Source: an optimization exercise on an open RTL-to-GDS flow (aim: small area, a short achievable clock period and few clock cycles per item). Production flows keep margins and buffers that such runs may drop.
Function was checked by simulation only, so behaviour that the tests miss may differ from the original.

**flow/config.mk**
```make
export PLATFORM = sky130hd
export DESIGN_NAME = flex_bch
export DESIGN_NICKNAME = flex_bch
export VERILOG_FILES = /design/flow/design.v
export SDC_FILE = /design/flow/constraint.sdc
export NUM_CORES = 4
export LEC_CHECK = 0
export CAP_MARGIN = 20
export CORE_MARGIN = 2
export CORE_UTILIZATION = 40
export PLACE_DENSITY = 0.6
export SLEW_MARGIN = 20
```
**flow/constraint.sdc**
```tcl
create_clock -name core_clock -period 8.0 [get_ports {clk}]
set_input_delay 1.6000 -clock core_clock [delete_from_list [all_inputs] [get_ports {clk}]]
set_output_delay 1.6000 -clock core_clock [all_outputs]
set_load 0.01 [all_outputs]
```
**flow/design.v**
```verilog
module gf32_mul (
    input  wire [4:0] a,
    input  wire [4:0] b,
    output reg  [4:0] y
);
    reg [8:0] p;
    integer i;
    always @* begin
        p = 9'd0;
        for (i = 0; i < 5; i = i + 1)
            if (b[i]) p = p ^ ({4'd0, a} << i);
        for (i = 8; i >= 5; i = i - 1)
            if (p[i]) p = p ^ (9'b000100101 << (i - 5));
        y = p[4:0];
    end
endmodule
module gf32_inv (
    input  wire [4:0] a,
    output reg  [4:0] inv
);
    always @* begin
        case (a)
            5'd1: inv = 5'd1;
            5'd2: inv = 5'd18;
            5'd3: inv = 5'd28;
            5'd4: inv = 5'd9;
            5'd5: inv = 5'd23;
            5'd6: inv = 5'd14;
            5'd7: inv = 5'd12;
            5'd8: inv = 5'd22;
            5'd9: inv = 5'd4;
            5'd10: inv = 5'd25;
            5'd11: inv = 5'd16;
            5'd12: inv = 5'd7;
            5'd13: inv = 5'd15;
            5'd14: inv = 5'd6;
            5'd15: inv = 5'd13;
            5'd16: inv = 5'd11;
            5'd17: inv = 5'd24;
            5'd18: inv = 5'd2;
            5'd19: inv = 5'd29;
            5'd20: inv = 5'd30;
            5'd21: inv = 5'd26;
            5'd22: inv = 5'd8;
            5'd23: inv = 5'd5;
            5'd24: inv = 5'd17;
            5'd25: inv = 5'd10;
            5'd26: inv = 5'd21;
            5'd27: inv = 5'd31;
            5'd28: inv = 5'd3;
            5'd29: inv = 5'd19;
            5'd30: inv = 5'd20;
            5'd31: inv = 5'd27;
            default: inv = 5'd0;
        endcase
    end
endmodule
module gf32_log (
    input  wire [4:0] a,
    output reg  [4:0] lg
);
    always @* begin
        case (a)
            5'd1: lg = 5'd0;
            5'd2: lg = 5'd1;
            5'd3: lg = 5'd18;
            5'd4: lg = 5'd2;
            5'd5: lg = 5'd5;
            5'd6: lg = 5'd19;
            5'd7: lg = 5'd11;
            5'd8: lg = 5'd3;
            5'd9: lg = 5'd29;
            5'd10: lg = 5'd6;
            5'd11: lg = 5'd27;
            5'd12: lg = 5'd20;
            5'd13: lg = 5'd8;
            5'd14: lg = 5'd12;
            5'd15: lg = 5'd23;
            5'd16: lg = 5'd4;
            5'd17: lg = 5'd10;
            5'd18: lg = 5'd30;
            5'd19: lg = 5'd17;
            5'd20: lg = 5'd7;
            5'd21: lg = 5'd22;
            5'd22: lg = 5'd28;
            5'd23: lg = 5'd26;
            5'd24: lg = 5'd21;
            5'd25: lg = 5'd25;
            5'd26: lg = 5'd9;
            5'd27: lg = 5'd16;
            5'd28: lg = 5'd13;
            5'd29: lg = 5'd14;
            5'd30: lg = 5'd24;
            5'd31: lg = 5'd15;
            default: lg = 5'd0;
        endcase
    end
endmodule
module flex_bch (
    input  wire        clk,
    input  wire        rst,
    input  wire        in_valid,
    output wire        in_ready,
    input  wire        in_op,
    input  wire [31:0] in_word,
    output wire        out_valid,
    input  wire        out_ready,
    output reg  [31:0] out_word,
    output reg         out_ok,
    output reg  [1:0]  out_nfix
);
    localparam [1:0] S_IDLE  = 2'd0,
                     S_SYND  = 2'd1,
                     S_CHIEN = 2'd2,
                     S_DONE  = 2'd3;
    reg [1:0]  state;
    reg [31:0] word;
    reg        op;
    assign in_ready  = (state == S_IDLE);
    assign out_valid = (state == S_DONE);
    function [4:0] mul_a;
        input [4:0] v;
        mul_a = {v[3:0], 1'b0} ^ (v[4] ? 5'b00101 : 5'b00000);
    endfunction
    reg [9:0]  bb;
    reg        fb;
    reg [31:0] enc_word;
    integer    k;
    always @* begin
        bb = 10'd0;
        for (k = 20; k >= 0; k = k - 1) begin
            fb = word[20 - k] ^ bb[9];
            bb = {bb[8:0], 1'b0};
            if (fb) bb = bb ^ 10'h369;
        end
        enc_word = {1'b0, 10'd0, word[20:0]};
        for (k = 0; k < 10; k = k + 1)
            enc_word[30 - k] = bb[k];
    end
    reg [4:0] s1, s3;
    reg [4:0] p1, p3;
    integer   j;
    always @* begin
        s1 = 5'd0;
        s3 = 5'd0;
        p1 = 5'd1;
        p3 = 5'd1;
        for (j = 0; j < 31; j = j + 1) begin
            if (word[30 - j]) begin
                s1 = s1 ^ p1;
                s3 = s3 ^ p3;
            end
            p1 = mul_a(p1);
            p3 = mul_a(mul_a(mul_a(p3)));
        end
    end
    wire [4:0] s2, s1cube, aux, aux_inv, elp1, elp2, s1_log;
    gf32_mul u_sq   (.a(s1),   .b(s1),      .y(s2));
    gf32_mul u_cube (.a(s2),   .b(s1),      .y(s1cube));
    assign aux = s1cube ^ s3;
    gf32_inv u_inv  (.a(aux),  .inv(aux_inv));
    gf32_mul u_elp1 (.a(s2),   .b(aux_inv), .y(elp1));
    gf32_mul u_elp2 (.a(s1),   .b(aux_inv), .y(elp2));
    gf32_log u_log  (.a(s1),   .lg(s1_log));
    wire [30:0] single_mask = 31'h40000000 >> s1_log;
    reg [4:0]  t1, t2;
    reg [4:0]  ci;           
    reg [30:0] emask;        
    reg [1:0]  nroots;       
    wire        root     = ((5'd1 ^ t1 ^ t2) == 5'd0);
    wire [4:0]  root_pos = (ci == 5'd31) ? 5'd0 : ci;
    wire [30:0] root_bit = 31'h40000000 >> root_pos;
    always @(posedge clk) begin
        if (rst) begin
            state <= S_IDLE;
        end else begin
            case (state)
                S_IDLE: begin
                    if (in_valid) begin
                        word  <= in_word;
                        op    <= in_op;
                        state <= S_SYND;
                    end
                end
                S_SYND: begin
                    if (op) begin
                        out_word <= enc_word;
                        out_ok   <= 1'b1;
                        out_nfix <= 2'd0;
                        state    <= S_DONE;
                    end else if (s1 == 5'd0 && s3 == 5'd0) begin
                        out_word <= {1'b0, word[30:0]};
                        out_ok   <= 1'b1;
                        out_nfix <= 2'd0;
                        state    <= S_DONE;
                    end else if (s1 == 5'd0) begin
                        out_word <= word;
                        out_ok   <= 1'b0;
                        out_nfix <= 2'd0;
                        state    <= S_DONE;
                    end else if (s3 == s1cube) begin
                        out_word <= {1'b0, word[30:0] ^ single_mask};
                        out_ok   <= 1'b1;
                        out_nfix <= 2'd1;
                        state    <= S_DONE;
                    end else begin
                        t1     <= mul_a(elp1);
                        t2     <= mul_a(mul_a(elp2));
                        ci     <= 5'd1;
                        emask  <= 31'd0;
                        nroots <= 2'd0;
                        state  <= S_CHIEN;
                    end
                end
                S_CHIEN: begin
                    if (ci == 5'd31) begin
                        if (nroots + {1'b0, root} == 2'd2) begin
                            out_word <= {1'b0, word[30:0] ^ emask ^ (root ? root_bit : 31'd0)};
                            out_ok   <= 1'b1;
                            out_nfix <= 2'd2;
                        end else begin
                            out_word <= word;
                            out_ok   <= 1'b0;
                            out_nfix <= 2'd0;
                        end
                        state <= S_DONE;
                    end else begin
                        if (root) begin
                            emask <= emask | root_bit;
                            if (nroots != 2'd3) nroots <= nroots + 2'd1;
                        end
                        t1 <= mul_a(t1);
                        t2 <= mul_a(mul_a(t2));
                        ci <= ci + 5'd1;
                    end
                end
                S_DONE: begin
                    if (out_ready) state <= S_IDLE;
                end
                default: state <= S_IDLE;
            endcase
        end
    end
endmodule
```
**flow/run.sh**
```bash
#!/bin/bash
# synth_recipe.tcl (not shown) runs the flow's synth.tcl, then flattens the netlist and writes it again
# the make line also repeats each setting of config.mk as NAME=value (left out here)
make -C /OpenROAD-flow-scripts/flow DESIGN_CONFIG=/design/flow/config.mk WORK_HOME=/design/flow/orfs CLKGATE_MAP_FILE= SYNTH_SCRIPT=/design/flow/synth_recipe.tcl finish
```
==> impl_metrics.csv <==
group,metric,value,unit
run_status,outcome,"no timing/DRC/antenna violations",
placed_design,dp_hpwl,19.0,mm
synth,syn_nets,1038,
setup_path,crit_cells,16,
grt,grt_antenna_before_repair,0,
sta,grt_setup_unrepaired,"no",
synth,syn-cell-area,0.00971,mm2
layout,nets,1075,
cts,root_buffer,"clkbuf_16",
die,start_util,0.403,
synth,ys.flop_type,"edfxtp_1",
layout,antennaDiodeCount,0,
synth,synth_seq_cells,118,
setup_path,cpPeakStageDelay,0.78,ns
synth,yosys-top-cells-area,"edfxtp_1, xnor2_1, xor2_1",
synth,synth_top_cell_area_share,0.359,
synth,yosysSeqAreaShare,0.363,
setup_path,crit_start,"word[8]",
cts,clock_path_buffers,2,
synth,synth_area_leader_cell,"edfxtp_1",
synth,syn_area_per_cell,9.94,um2
setup_path,timing.rr.end,"t2[2]",
detailed_routing,vias,7134,
detailed_routing,ant_nets,0,
detailed_routing,dr.pass1.iters,5,
setup_path,arrival,6.99,ns
flow_run,cap_violations,0,
detailed_routing,drt-total-wl,25.8,mm
cts,ctsHoldBuffers,0,
synth,synth_cell_types,64,
grt,grt_pass1_vias,6915,
cts,postCtsSetupBuffers,0,
cts,clkTransAtPathRegs,0.06,ns
setup_path,rrSetupSlack,1.17,ns
detailed_routing,vias_per_cell,5.28,
grt,grt_pass1_wl,40.6,mm
die,dieArea,0.0255,mm2
sta,hold_viol,0,
synth,yosys_warnings,4,
sta,drv_slew,0,
placed_design,portBuffers,73,
setup_path,crit_chain,"xor3_2 -> xor3_2 -> inv_2 -> ha_1 -> inv_1 -> nand2_1 -> xor2_1 -> xor2_1 -> xnor2_2 -> mux4_2 -> mux2_2 -> nand2b_1 -> xnor3_1 -> xnor3_1 -> xnor2_1 -> o21ai_1",
synth,synthesis.instances,977,
sta,final.period_utilization,0.854,
cts,cts_buffers,17,
grt,grt_use_total,0.207,
grt,grt_max_degree,83,
sta,worstMarginPinSlew,1.12,ns
sta,finClkSkew,0.00859,ns
grt,gr-total-overflow,0,
cts,cts-htree-levels,4,
detailed_routing,drtIter0Drc,590,
setup_path,rr_startpoint,"word[8]",
sta,tns,0,ns
setup_path,cp_max_fo,18,
cts,cts_tree,"built",
setup_path,path_buf_inv,2,
setup_path,slowest_stage,"xor3_2",
placed_design,place_inst,1319,
synth,synthArstFlopShare,0,
cts,post_cts_resized,0,
placed_design,gp_congestion,0.883,
setup_path,r2r_cells,16,
die,rows,57,
die,core_area,0.0241,mm2
detailed_routing,wl_per_cell,19.1,um
synth,synth_edf_count,116,
sta,finalCriticalPeriod,6.83,ns
detailed_routing,drc,0,
sta,slew-limit-headroom,0.251,
layout,area_delta_synth_final,16.0,%
setup_path,cp-start-kind,"register",
hold_path,hp-class,"reg -> reg",
cts,cts.sinks,118,
die,die_w,160,um
setup_path,worst_path_dominant_cell_family,"XOR/XNOR gates",
setup_path,worstSetupPathType,"reg -> reg",
layout,drive_above_1_share,0.0789,
sta,setup_violations,0,
sta,fmax,146,MHz
die,dieHeight,160,um
setup_path,crit_path_end,"t2[2]",
setup_path,cp.required,8.16,ns
setup_path,end_kind,"register",
cts,clk_latency,0.43,ns
die,boundaryPins,74,
layout,instances_no_fill,1351,
## sequential cells by signal (all words and copies together), names as in the netlist
register	count
op	1
state	2
ci	5
emask	31
out_nfix	2
word	32
out_word	32
t1	5
nroots	2
out_ok	1
t2	5
## cell type report
class | instances | area (um2)
well taps | 324 | 405
inverters | 27 | 104
fillers | 2301 | 12800
clock inverters | 14 | 150
flip-flops and latches | 118 | 3520
clock buffers | 18 | 429
repair buffers | 84 | 813
multi-input cells | 766 | 5840
## cell families after synthesis
family / share of synthesized area
xor+xnor: 0.285
simple gates: 0.133
compound gates: 0.117
mux: 0.0322
fa+ha+maj: 0.0309
buf+inv: 0.0393
flops: 0.363
## layer usage
metal,vias up,track usage,routed length [um]
met5,-,0,0
met1,3385,0.281,11600
met4,0,0.0815,732
li1,3472,-,-
met2,240,0.330,12100
met3,37,0.0361,1320
## cell usage after synthesis (3+ instances only)
cell,n
o22ai_1,10
nor2b_1,32
mux2_2,8
buf_1,7
o21ai_0,25
a21oi_1,50
and3_1,7
mux4_2,4
nand2_1,67
xor2_1,64
nand2b_1,14
buf_2,18
and2_1,7
mux2i_1,11
edfxtp_1,116
inv_1,23
xnor2_1,172
or3_1,6
clkbuf_1,39
or2_2,3
a22oi_1,21
nor4_1,6
a21o_1,5
o211ai_1,5
xor3_2,3
nor2_1,87
nand3_1,10
xnor2_2,7
o21a_1,18
ha_1,24
nor3_1,25
o21ai_1,5
a221oi_1,9
a31oi_1,12
xnor3_1,18
## cells in the final DEF, fill, tap and decap left out, types with 21 or more instances in the layout
cell,n
a22oi_1,21
nor3_1,25
nand2_1,67
nor2_1,86
xnor2_1,172
o21ai_0,25
ha_1,23
a21oi_1,50
clkdlybuf4s50_1,73
nor2b_1,32
edfxtp_1,116
xor2_1,64
inv_1,23
## how the worst min path moves through the flow
stage / endpoint / slack (ns) / startpoint / depth (start not counted)
2_1_floorplan: out_word[31] / 0.52 / word[31] / 2
4_1_cts: state[1] / 0.57 / state[1] / 2
6_report: state[1] / 0.57 / state[1] / 2
3_3_place_gp: t2[4] / 0.56 / t2[2] / 2
3_5_place_dp: t2[4] / 0.56 / t2[2] / 2
5_1_grt: emask[27] / 0.60 / emask[27] / 1
## worst reg2reg max path: stages (launching register included)
cell and delay, ns:
edfxtp_1 0.65, xor3_2 0.64, xor3_2 0.78, inv_2 0.28, ha_1 0.57, inv_1 0.20, nand2_1 0.13, xor2_1 0.20
xor2_1 0.13, xnor2_2 0.75, mux4_2 0.59, mux2_2 0.38, nand2b_1 0.21, xnor3_1 0.42, xnor3_1 0.42, xnor2_1 0.15
o21ai_1 0.07
## per-stage QoR
stage / hold WS (ns) / setup slack (ns) / utilization / area [um2]
after floorplan: 0.519 / 0.467 / - / 9720
after global placement: 0.558 / 1.39 / 0.443 / 10700
after detailed placement: 0.562 / 1.28 / 0.443 / 10700
after CTS: 0.574 / 1.26 / 0.467 / 11300
after global routing: 0.599 / 0.841 / 0.467 / 11300
final: 0.566 / 1.17 / 0.467 / 11300
Testbench counts, summed over its fixed seeds: cycles 65,705, items 4,800.

[separate check: timing with driven ports]
No port has a modelled driver above. Below, the same layout with a new extraction and two added sets of constraints.
Step 1 sets driving cells, clkbuf_16 on the clock port and buf_2 on the other inputs (assumed; they add their load-dependent delay and slew).
Step 2, shift: input delay + t, output delay - t, t = (earliest + latest rising clock arrival at the registers) / 2. This alone moves slack from input paths to output paths.
Slacks: ideal / step 1 / step 2; pairs: ideal / step 1.
shift t [ns]: 0.470
slack for setup (ns): 1.170 / 1.170 / 1.170
cell pins on the clock port's net: 1
After both steps this run still meets setup and hold. The setup slack of this run moves by 0.000 ns with the drivers and by 0.000 ns with both steps.
